This is an optimization exercise on Yosys and OpenROAD, whose aim is small area, a short achievable clock period and few clock cycles, not a production implementation.
Only the layout flow was run in this run; the RTL was not checked for function there.
Power is estimated from default activity; no workload was simulated.

File: flow/design.v
module esbf (
    input  wire       clk,
    input  wire       rst,         
    input  wire       in_valid,
    output wire       in_ready,
    input  wire [7:0] in_data,
    input  wire       in_last,
    output wire       out_valid,
    input  wire       out_ready,
    output wire [7:0] out_data,
    output wire       out_last
);
    localparam RL = 37;                  
    localparam [3:0] O_ILL   = 4'd0;
    localparam [3:0] O_INIT  = 4'd1;
    localparam [3:0] O_LOAD  = 4'd2;
    localparam [3:0] O_UPDB  = 4'd3;
    localparam [3:0] O_UPDN  = 4'd4;
    localparam [3:0] O_CREAD = 4'd5;
    localparam [3:0] O_BUILD = 4'd6;
    localparam [3:0] O_CHECK = 4'd7;
    localparam [3:0] O_FREAD = 4'd8;
    localparam [3:0] O_INFO  = 4'd9;
    localparam [1:0] K_CRC   = 2'd1;
    localparam [1:0] K_FRAME = 2'd2;
    localparam [1:0] K_INFO  = 2'd3;
    localparam [3:0] R_ST    = 4'd15;    
    function [15:0] step1;
        input [15:0] c;
        begin
            step1 = {c[14:0], 1'b0} ^ (c[15] ? 16'h1021 : 16'h0000);
        end
    endfunction
    function [15:0] step8;
        input [15:0] c;
        integer i;
        reg [15:0] t;
        begin
            t = c;
            for (i = 0; i < 8; i = i + 1)
                t = {t[14:0], 1'b0} ^ (t[15] ? 16'h1021 : 16'h0000);
            step8 = t;
        end
    endfunction
    function [5:0] inc37;
        input [5:0] x;
        begin
            inc37 = (x == RL - 1) ? 6'd0 : x + 6'd1;
        end
    endfunction
    reg [15:0] crc_r;
    reg        held;                     
    reg [1:0]  fstat;
    reg [2:0]  alen_a;
    reg [5:0]  plen_a;
    reg        c2_a;                     
    reg [7:0]  chan_a;
    reg [15:0] cw;                       
    reg        pre;                      
    reg [15:0] ca;                       
    reg        pren;                     
    reg        cpend;                    
    reg [8*RL-1:0] ring;
    reg        ir;                       
    reg        ie;                       
    reg [2:0]  ac;                       
    reg [3:0]  opc;
    reg [7:0]  rem_a, rem_p;             
    reg        aok, pok, cok;
    reg        fdone;                    
    reg [1:0]  post;                     
    reg [5:0]  wq;                       
    reg        tr;                       
    reg        mh, ml;                   
    reg        pend;                     
    reg        busy;                     
    reg [5:0]  p0;                       
    reg        ov, ol;
    reg [7:0]  od;
    reg [1:0]  rk;                       
    reg [3:0]  ri;                       
    reg [2:0]  rs;                       
    reg        pv;                       
    reg [1:0]  pk;                       
    reg [5:0]  pdc;                      
    reg        cdefer;                   
    reg [5:0]  dc;
    reg        rdp;                      
    reg [5:0]  rp;                       
    wire acc   = in_valid & ir;
    wire opB   = (opc == O_BUILD);
    wire opC   = (opc == O_CHECK);
    wire dsec  = (opB & (ac == 3'd7)) | (opC & (ac >= 3'd4));
    wire remnz = (rem_a != 8'd0) | (rem_p != 8'd0);
    wire okdat = aok & (pok | opC);
    wire dat   = dsec & remnz & okdat;
    wire first = dat & ~fdone;
    wire lastd = dat & (((rem_a == 8'd1) & (rem_p == 8'd0)) |
                        ((rem_a == 8'd0) & (rem_p == 8'd1)));
    wire rxh   = opC & (ac >= 3'd4) & ~remnz & (post == 2'd0);
    wire rxl   = opC & (ac >= 3'd4) & ~remnz & (post == 2'd1);
    wire [5:0] nB = {3'd0, alen_a} + plen_a;
    reg  [1:0] w0;
    always @(posedge clk)
        w0 <= opC ? ~alen_a[1:0] : ((nB == 6'd37) ? 2'd0 : (2'd0 - nB[1:0]));
    wire [5:0] wq1 = inc37(wq);
    wire       x0  = ~(dat & fdone) | (wq1[5:2] == 4'd0);
    reg [3:0] dec_op;
    always @(*) begin
        case (in_data)
            8'h01: dec_op = O_INIT;
            8'h02: dec_op = O_LOAD;
            8'h03: dec_op = O_UPDB;
            8'h04: dec_op = O_UPDN;
            8'h05: dec_op = O_CREAD;
            8'h10: dec_op = O_BUILD;
            8'h11: dec_op = O_CHECK;
            8'h12: dec_op = O_FREAD;
            8'h13: dec_op = O_INFO;
            default: dec_op = O_ILL;
        endcase
    end
    wire [15:0] cwf  = tr ? step1(ca) : ca;
    wire [1:0]  tap_now = first ? w0 : wq[1:0];
    wire [15:0] ca_d = step8((first ? 16'hffff : ca) ^ {in_data, 8'h00});
    wire        pre_fin = (acc & first) ? in_data[7] : pren;
    wire        xn     = acc & in_last & (ac != 3'd0) &
                         ~((opc == O_INIT) | (opc == O_LOAD) | (opc == O_UPDB) |
                           (opc == O_UPDN));
    wire [3:0]  opc_x  = opc;
    wire [2:0]  ac_x   = (xn & (ac != 3'd7)) ? ac + 3'd1 : ac;
    wire        one1   = ((rem_a == 8'd1) & (rem_p == 8'd0)) |
                         ((rem_a == 8'd0) & (rem_p == 8'd1));
    wire        remnz_x = remnz & ~(xn & dsec & one1);
    wire [1:0]  post_x = (xn & opC & (ac >= 3'd4) & ~remnz & (post != 2'd2)) ?
                         post + 2'd1 : post;
    wire        ml_n   = (xn & rxl) ? (in_data == cwf[7:0]) : ml;
    wire        gidle = (ri == 4'd0);
    wire        crcmod = (opc_x == O_INIT) | (opc_x == O_LOAD) | (opc_x == O_UPDB) |
                         (opc_x == O_UPDN);
    wire        frmod  = (opc_x == O_BUILD) | ((opc_x == O_CHECK) & (ac_x >= 3'd3));
    wire        early  = ~gidle & ~pv & (ri != R_ST) &
                         ~(crcmod & (rk == K_CRC)) &
                         ~(frmod & (rk == K_INFO));
    wire        exe    = (xn | pend) & ((gidle & ~pv) | early);
    wire        exe_d  = exe & gidle;
    wire        exe_q  = exe & ~gidle;
    wire        pstart = pv & (gidle | (free & (g_ri == 4'd0)));
    reg  [2:0] x_st;         
    reg  [1:0] x_kind;       
    always @(*) begin
        x_st   = 3'd0;
        x_kind = 2'd0;
        case (opc_x)
            O_INIT, O_CREAD:
                if (ac_x == 3'd1) x_kind = K_CRC; else x_st = 3'd4;
            O_LOAD, O_UPDN:
                if (ac_x == 3'd3) x_kind = K_CRC; else x_st = 3'd4;
            O_UPDB:
                if (ac_x == 3'd2) x_kind = K_CRC; else x_st = 3'd4;
            O_BUILD:
                if ((ac_x != 3'd7) | remnz_x) x_st = 3'd1;
                else if (~(aok & pok & cok)) x_st = 3'd2;
                else x_kind = K_FRAME;
            O_CHECK:
                if (ac_x < 3'd3) x_st = 3'd4;
                else if (post_x != 2'd2) x_st = 3'd1;
                else if (~(aok & cok)) x_st = 3'd2;
                else if (~(mh & ml_n)) x_st = 3'd3;
                else x_kind = K_FRAME;
            O_FREAD:
                if (ac_x == 3'd1) x_kind = held ? K_FRAME : 2'd0; else x_st = 3'd4;
            O_INFO:
                if (ac_x == 3'd1) x_kind = K_INFO; else x_st = 3'd4;
            default: x_st = 3'd4;
        endcase
    end
    wire        updb_x = (opc_x == O_UPDB) & (ac_x == 3'd2);
    wire        updf   = updb_x | ((opc_x == O_UPDN) & (ac_x == 3'd3));
    wire        x_upd  = exe & updf;
    wire        e_on   = x_upd | busy;
    wire [7:0]  e_dat  = rem_p;
    wire [7:0]  e_n    = rem_a;
    wire [15:0] e_c    = crc_r ^ {(x_upd ? e_dat : 8'd0), 8'd0};
    wire        e_ge8  = (e_n[7:3] != 5'd0);
    wire        e_nz   = (e_n != 8'd0);
    wire [15:0] e_r    = e_ge8 ? step8(e_c) : (e_nz ? step1(e_c) : e_c);
    wire [7:0]  e_left = e_ge8 ? e_n - 8'd8 : (e_nz ? e_n - 8'd1 : 8'd0);
    wire        busy_n = e_on & (e_n != 8'd0) & (e_n != 8'd1) & (e_n != 8'd8);
    wire       free   = ~ov | out_ready;
    wire       algn   = (rp[1:0] == 2'd0);
    wire [7:0] tap    = ring[8*{rp[5:2], 2'b00} +: 8];
    reg  [7:0] info_b;
    always @(*) begin
        case (ri)
            4'd1: info_b = {6'd0, fstat};
            4'd2: info_b = held ? {5'd0, alen_a} : 8'd0;
            4'd3: info_b = held ? {2'd0, plen_a} : 8'd0;
            4'd4: info_b = held ? {6'd0, c2_a, ~c2_a} : 8'd0;
            4'd5: info_b = held ? chan_a : 8'd0;
            4'd6: info_b = held ? cw[15:8] : 8'd0;
            4'd7: info_b = held ? cw[7:0] : 8'd0;
            4'd9: info_b = held ? {2'd0, nB + 6'd3} : 8'd0;
            default: info_b = 8'd0;
        endcase
    end
    reg  [7:0] g_d;
    reg        g_v, g_l, g_ld;
    reg  [3:0] g_ri;
    always @(*) begin
        g_d = 8'd0; g_v = 1'b1; g_l = 1'b0; g_ld = 1'b0;
        g_ri = ri + 4'd1;
        if (ri == R_ST) begin
            g_d  = {5'd0, rs};
            g_l  = (rk == 2'd0);
            g_ri = 4'd1;
        end else case (rk)
            K_CRC: begin
                g_d = (ri == 4'd1) ? crc_r[15:8] : crc_r[7:0];
                g_v = ~busy;
                g_l = (ri == 4'd2);
                if (busy) g_ri = ri;
            end
            K_INFO: begin
                g_d = info_b;
                g_l = (ri == 4'd9);
            end
            default: begin  
                case (ri)
                    4'd1: g_d = pre ? 8'haa : 8'h55;
                    4'd2: begin
                        g_d  = tap;
                        g_v  = algn;
                        g_ld = algn;
                        g_ri = (algn && dc == 6'd1) ? 4'd3 : 4'd2;
                    end
                    4'd3: g_d = cw[15:8];
                    default: begin g_d = cw[7:0]; g_l = 1'b1; end
                endcase
            end
        endcase
        if (g_v & g_l) g_ri = 4'd0;
    end
    reg  [3:0] ri_n;
    reg  [1:0] rk_n;
    always @(*) begin
        ri_n = ri;
        rk_n = rk;
        if (exe_d) begin
            rk_n = x_kind;
            if (free) ri_n = (x_kind == 2'd0) ? 4'd0 : 4'd1;
            else      ri_n = R_ST;
        end else if (pstart) begin
            rk_n = pk;
            ri_n = R_ST;
        end else if (free & ~gidle)
            ri_n = g_ri;
    end
    wire       ie_set = (exe | busy) & ~busy_n;
    wire       ie_n   = (ie & ~(acc & in_last)) | ie_set;
    wire [2:0] ac_n   = exe ? 3'd0 : ((acc & (ac != 3'd7)) ? ac + 3'd1 : ac);
    wire       dsec_n = (opB & (ac_n == 3'd7)) | (opC & (ac_n >= 3'd4));
    reg        gsafe;
    always @(posedge clk)
        gsafe <= (ri == 4'd2) & (rp <= 6'd32) & ({1'b0, rp} >= {1'b0, dc} + 7'd2);
    wire       dsafe  = ~(pv & (pk == K_FRAME)) &
                        (gidle | (rk != K_FRAME) | (ri == 4'd3) | (ri == 4'd4) |
                         ((ri == 4'd2) & gsafe));
    wire       info_a = (~gidle & (rk == K_INFO)) | (pv & (pk == K_INFO));
    wire       ir_n   = ie_n & (acc | x0) & ~(dsec_n & ~dsafe) &
                        ~((ac_n != 3'd0) & info_a);
    wire [5:0] p0_n = (acc & first) ? {4'd0, tap_now} : inc37(p0);
    always @(posedge clk) begin
        ring <= {ring[8*RL-9:0], ring[8*RL-1 -: 8]};
        if (acc & dat) begin
            case (tap_now)
                2'd0: ring[7:0]   <= in_data;
                2'd1: ring[15:8]  <= in_data;
                2'd2: ring[23:16] <= in_data;
                2'd3: ring[31:24] <= in_data;
            endcase
        end
        if (acc & dat)
            ca <= ca_d;
        else if (tr)
            ca <= step1(ca);
        if (acc & first)
            pren <= in_data[7];
        if (cpend & ~cdefer & ~tr & ~(acc & dat)) begin
            cw    <= ca;
            pre   <= pren;
            cpend <= 1'b0;
        end
        if (acc & rxh)
            mh <= (in_data == cwf[15:8]);
        if (acc & rxl)
            ml <= (in_data == cwf[7:0]);
        p0 <= p0_n;
        if (rdp)
            rp <= (free & g_ld) ? rp : inc37(rp);
        else
            rp <= p0_n;
        wq <= (acc & dat) ? (first ? {4'd0, w0} : wq) : wq1;
        ac <= ac_n;
        if (acc) begin
            case (ac)
                3'd0: opc <= dec_op;
                3'd1: begin
                    rem_p <= in_data;
                    rem_a <= 8'd8;               
                    if (opB) chan_a <= in_data;
                end
                3'd2: begin
                    if (opC) begin
                        rem_a  <= 8'd11;
                        alen_a <= rem_p[2:0];
                        aok    <= (rem_p >= 8'd1) & (rem_p <= 8'd5);
                        cok    <= (in_data == 8'd1) | (in_data == 8'd2);
                        c2_a   <= (in_data == 8'd2);
                        plen_a <= 6'd11;
                        chan_a <= 8'd0;
                    end else begin
                        rem_a  <= in_data;
                        if (opB) begin
                            alen_a <= in_data[2:0];
                            aok    <= (in_data >= 8'd1) & (in_data <= 8'd5);
                        end
                    end
                end
                3'd3: if (opB) begin
                    rem_p  <= in_data;
                    plen_a <= in_data[5:0];
                    pok    <= (in_data <= 8'd32);
                end
                3'd6: if (opB) begin
                    cok  <= (in_data == 8'd1) | (in_data == 8'd2);
                    c2_a <= (in_data == 8'd2);
                end
                default: ;
            endcase
            if (dsec & remnz) begin
                if (rem_a != 8'd0) rem_a <= rem_a - 8'd1;
                else               rem_p <= rem_p - 8'd1;
            end
            if (dat) fdone <= 1'b1;
            if (opC & (ac >= 3'd4) & ~remnz & (post != 2'd2))
                post <= post + 2'd1;
        end
        if (e_on) begin
            crc_r <= e_r;
            rem_a <= e_left;
        end
        busy <= busy_n;
        tr   <= acc & lastd;
        if (acc & in_last & ~exe) pend <= 1'b1;
        if (exe) begin
            pend  <= 1'b0;
            fdone <= 1'b0;
            post  <= 2'd0;
            case (opc_x)
                O_INIT:  if (ac_x == 3'd1) crc_r <= 16'hffff;
                O_LOAD:  if (ac_x == 3'd3) crc_r <= {rem_p, rem_a};
                O_BUILD, O_CHECK: if ((opc_x == O_BUILD) | (ac_x >= 3'd3)) begin
                    fstat <= x_st[1:0];
                    held  <= (x_kind == K_FRAME);
                    if (x_kind == K_FRAME) begin
                        cpend  <= 1'b1;
                        cdefer <= exe_q & (rk == K_FRAME);
                        if (exe_d) pre <= pre_fin;
                    end
                end
                default: ;
            endcase
        end
        ri <= ri_n;
        rk <= rk_n;
        if (exe_q) begin
            rs  <= x_st;
            pk  <= x_kind;
            pv  <= 1'b1;
            pdc <= nB;
        end
        if (pstart) begin
            pv     <= 1'b0;
            cdefer <= 1'b0;
            dc     <= pdc;
            rdp    <= 1'b0;
        end
        if (exe_d) begin
            rs  <= x_st;
            dc  <= nB;
            rdp <= 1'b0;
            if (free) begin
                od <= {5'd0, x_st};
                ov <= 1'b1;
                ol <= (x_kind == 2'd0);
            end
        end else if (free) begin
            if (~gidle) begin
                ov <= g_v;
                if (g_v) begin
                    od <= g_d;
                    ol <= g_l;
                end
                if (g_ld) dc <= dc - 6'd1;
                if (rk == K_FRAME)
                    rdp <= (g_ri == 4'd2);
            end else
                ov <= 1'b0;
        end
        ie <= ie_n;
        ir <= ir_n;
        if (rst) begin
            crc_r <= 16'hffff;
            held  <= 1'b0;
            fstat <= 2'd0;
            ir    <= 1'b1;
            ie    <= 1'b1;
            ac    <= 3'd0;
            fdone <= 1'b0;
            post  <= 2'd0;
            tr    <= 1'b0;
            pend  <= 1'b0;
            pv    <= 1'b0;
            cpend <= 1'b0;
            busy  <= 1'b0;
            ov    <= 1'b0;
            ol    <= 1'b0;
            ri    <= 4'd0;
            rdp   <= 1'b0;
        end
    end
    assign in_ready  = ir;
    assign out_valid = ov;
    assign out_data  = od;
    assign out_last  = ol;
endmodule
File: flow/flow/run.sh
#!/bin/bash
set -euo pipefail
bash standard.sh SETUP_SLACK_MARGIN=6.0 "BUFFER_PORTS_ARGS=-buffer_cell sky130_fd_sc_hd__buf_4" finish > standard.log 2>&1
File: flow/standard.sh
#!/bin/bash
# synth_recipe.tcl (not shown) runs the flow's synth.tcl, then flattens the netlist and writes it again
# the make line also repeats each setting of config.mk as NAME=value (left out here)
make -C /OpenROAD-flow-scripts/flow DESIGN_CONFIG=/design/flow/config.mk WORK_HOME=/design/flow/orfs CLKGATE_MAP_FILE= SYNTH_SCRIPT=/design/flow/synth_recipe.tcl "${@:-finish}"
File: flow/config.mk
export PLATFORM = sky130hd
export DESIGN_NAME = esbf
export DESIGN_NICKNAME = esbf
export VERILOG_FILES = /design/flow/design.v
export SDC_FILE = /design/flow/constraint.sdc
export NUM_CORES = 4
export LEC_CHECK = 0
export CAP_MARGIN = 20
export CORE_MARGIN = 2
export CORE_UTILIZATION = 65
export CTS_BUF_LIST = sky130_fd_sc_hd__clkbuf_16
export CTS_CLUSTER_DIAMETER = 80
export CTS_CLUSTER_SIZE = 30
export PLACE_DENSITY = 0.75
export SLEW_MARGIN = 20
File: flow/constraint.sdc
create_clock -name core_clock -period 9.0 [get_ports {clk}]
set_input_delay 1.8000 -clock core_clock [delete_from_list [all_inputs] [get_ports {clk}]]
set_output_delay 1.8000 -clock core_clock [all_outputs]
set_load 0.01 [all_outputs]
==> flow_summary.toml <==
[status]
status = "no timing/DRC/antenna violations"

[timing]
setup_viol = 0
worst_slew_pin_slew_ns = 0.8610
skew_ns = 0.02861
max_slew_margin_pct = 42.60
fin_crit_ns = 3.513
hold_viol = 0
rsz0062_at_grt = "true"
tns_ns = 0
max_clock_freq_ghz = 0.2846
period_share_pct = 39.04
slew_violations = 0

[critical_path]
cp-start-kind = "input port"
critPathKind = "in -> reg"
endpoint_kind = "flop"
reg2reg_from = "ri[0]"
crit_start = "in_last"
cp_data_required_time_ns = 9.44
critical_path.max_fanout = 7
cp_data_arrival_time_ns = 3.95
reg2reg_slack_ns = 5.58

[synth]
synth_nets = 1860
ys_ff_latch = 461
syn-cell-area_mm2 = 0.01878
ys_dominant_reg_cell = "dfxtp_1"
synth_top_area_share_pct = 39.34
synth_cell_type_count = 86
synth_edf_count = 92
synth_top_area_cell = "dfxtp_1"
synthTopCellsByArea = "dfxtp_1 (39%), edfxtp_1 (15%), xnor2_1 (3.4%), nand2_1 (2.9%), nor2_1 (2.8%)"
netlist_top_cells_count = "dfxtp_1 (369), nand2_1 (146), nor2_1 (139), o21ai_0 (98), edfxtp_1 (92)"
ys_warn_count = 1
avgSynthCellArea_um2 = 10.40
ys_seq_area_share_pct = 54.05
synthCells = 1806
yosysMostFrequentCell = "dfxtp_1"
async_reset_ff_share_pct = 0

[cts]
h-tree-depth = 1
clkTransAtPathRegs_ns = 0.11
root_buffer = "clkbuf_16"
cts_buffers = 22
worst_skew_pair.late_latency_ns = 0.57
cts_tree = "done"
clock-sinks = 461
cts_max_path_buffers = 3
cts-hold-fix-buffers = 0

[floorplanning]
boundaryPins = 24
die_w_um = 174.0
die_h_um = 174.0
dieArea_mm2 = 0.03026
initial_core_util_pct = 65.77
num_rows = 62
core_mm2 = 0.02855

[global_route]
grt_max_degree = 32
grt_overflow = 0
antenna_found_initial = 1
track_usage_pct = 35.20
grt_pass1_wl_um = 83780
grt_pass1_vias = 14812

[pwr]
power_per_cell_area_mw_per_mm2 = 235.0
peakVddDrop_uv = 238.3
leakage_nw = 8.424
power_w = 0.005252

[routing]
wl_per_cell_um = 23.87
drt-pass1-iter-count = 6
vias = 15458
viasPerCell = 6.634
drc = 0
ant_nets = 0
drt-total-wl_um = 55620
initialDrtViolationCount = 1966

[place]
dp_hpwl_um = 35020
gp_congestion = 0.9748
portBuffers = 23

[flow_run]
max_cap_violations = 0

[worst_hold_path]
hold_path_class = "reg -> reg"
min_from = "ring[90]"

[final_layout]
layout-drive-gt1-share_pct = 23.74
syn2layout_area_growth_pct = 19.04
num_antenna_cells = 0
fin_nets = 1988
[state kept, by name (all words and copies together) (netlist names), 8 cells and up]
register  flops
ca           16
chan_a        8
crc_r        16
cw           16
od            8
rem_a         8
rem_p         8
ring        296
[stage by stage]
stage / cells / util [%] / hold slack, ns / worst slack, ns / area, µm²
after global routing: 2330 / 78.30 / 0.3342 / 5.419 / 22350
after CTS: 2290 / 76.32 / 0.3308 / 5.550 / 21790
after floorplan: 1806 / - / 0.3096 / 5.212 / 19090
after detailed placement: 2120 / 67.64 / 0.3121 / 4.532 / 19310
final: 2330 / 78.30 / 0.3284 / 5.487 / 22350
after global placement: 2120 / 67.64 / 0.3097 / 4.611 / 19310
[where the power goes]
| part | total (W) | internal [W] | switching (W) |
|---|---|---|---|
| registers | 0.00246 | 0.00228 | 0.000176 |
| logic | 0.00161 | 0.000651 | 0.000960 |
| clock network | 0.00119 | 0.000482 | 0.000703 |
| total | 0.00525 | 0.00341 | 0.00184 |
[kinds of logic (layout without fill, tap and decap cells)]
family	Yosys count	count (layout)	synth area share [%]
buffers and inverters	156	292	3.285
flip-flops	461	461	54.05
AO/OA/AOI/OAI	420	422	14.89
adder cells (fa/ha/maj)	41	41	2.772
AND/OR/NAND/NOR	525	527	13.61
multiplexers	87	87	5.977
XOR/XNOR	116	116	5.411
[area by class of cell]
class                      instances  area [µm²]
sequential                       461       10160
inverter                          47       182.7
clock inverter                    14       171.4
timing repair buffer             209        1829
multi-input combinational       1193        8975
fill                            1786        6196
tap                              384       480.5
clock buffer                      22       550.5
[final timing paths]
check / to / cells after the start
max: crc_r[12] / 9
min: ring[98] / 0
max reg2reg: crc_r[12] / 11
min reg2reg: ring[98] / 0
[routing by layer]
| layer | track usage [%] | vias up | share of wire [%] |
|---|---|---|---|
| met5 | 0 | - | 0 |
| li1 | - | 6777 | - |
| met2 | 55.26 | 1063 | 45 |
| met1 | 48.66 | 7362 | 40 |
| met4 | 13.94 | 0 | 4.8 |
| met3 | 6.562 | 256 | 10 |
[critical path, cell delays in order]
cell and delay [ns]:
buf_6 0.09, and3_4 0.19, o2111a_2 0.23, a22oi_2 0.38, a21oi_2 0.14, a41o_4 0.30
and2_4 0.18, or4_4 0.48, o32a_1 0.17
[layout by cell type, fill, tap and decap left out, drive strengths merged, types with 17 or more instances in the layout]
| cell type | synthesis | routed |
|---|---|---|
| nor3 | 41 | 41 |
| buf | 17 | 208 |
| nor4 | 24 | 24 |
| a22oi | 24 | 24 |
| nand3 | 48 | 48 |
| mux2i | 30 | 30 |
| a21oi | 84 | 84 |
| o22ai | 19 | 19 |
| dfxtp | 369 | 369 |
| xor2 | 43 | 43 |
| o21ai | 102 | 102 |
| nand2 | 146 | 146 |
| and2 | 17 | 17 |
| nand2b | 18 | 18 |
| xnor2 | 73 | 73 |
| a31oi | 27 | 28 |
| ha | 40 | 40 |
| mux2 | 41 | 41 |
| inv | 46 | 54 |
| nor2 | 141 | 142 |
| edfxtp | 92 | 92 |
| o211ai | 18 | 18 |
| clkbuf | 92 | 23 |
[repair_timing]
action	in CTS	in global routing
pin swaps	64	38
cloned	5	1
endpoints found under the setup margin	201	160
buffers inserted	129	39
endpoints found under the hold margin	0	0
gates resized for setup	164	68

## afterwards: timing with drivers on the ports
The results above use ideal ports. As a check the final layout listed here was re-extracted and re-timed, cells and wires unchanged.
Step 1, drivers: a clkbuf_16 drives clk and a buf_2 each remaining input, both assumed.
Step 2 adds t to the input delays and takes it off the output delays; t is the mean of the earliest and latest rising clock arrival at the registers after step 1. Input paths then give back, and output paths get back, about the clock's delay inside the block.
Three values: no drivers, after step 1, after step 2; two values: the first two.
t (ns): 0.611
slack for setup (ns): 5.487 / 5.499 / 4.887
worst hold slack (ns): 0.328 / 0.328 / 0.328
clock arrival spread, ns: 0.035 / 0.035
worst slew at a driven data input, ns: 0.11
After both steps setup and hold are still met in this run. The setup slack of this run moves by +0.012 ns with the drivers and by -0.600 ns with both steps.
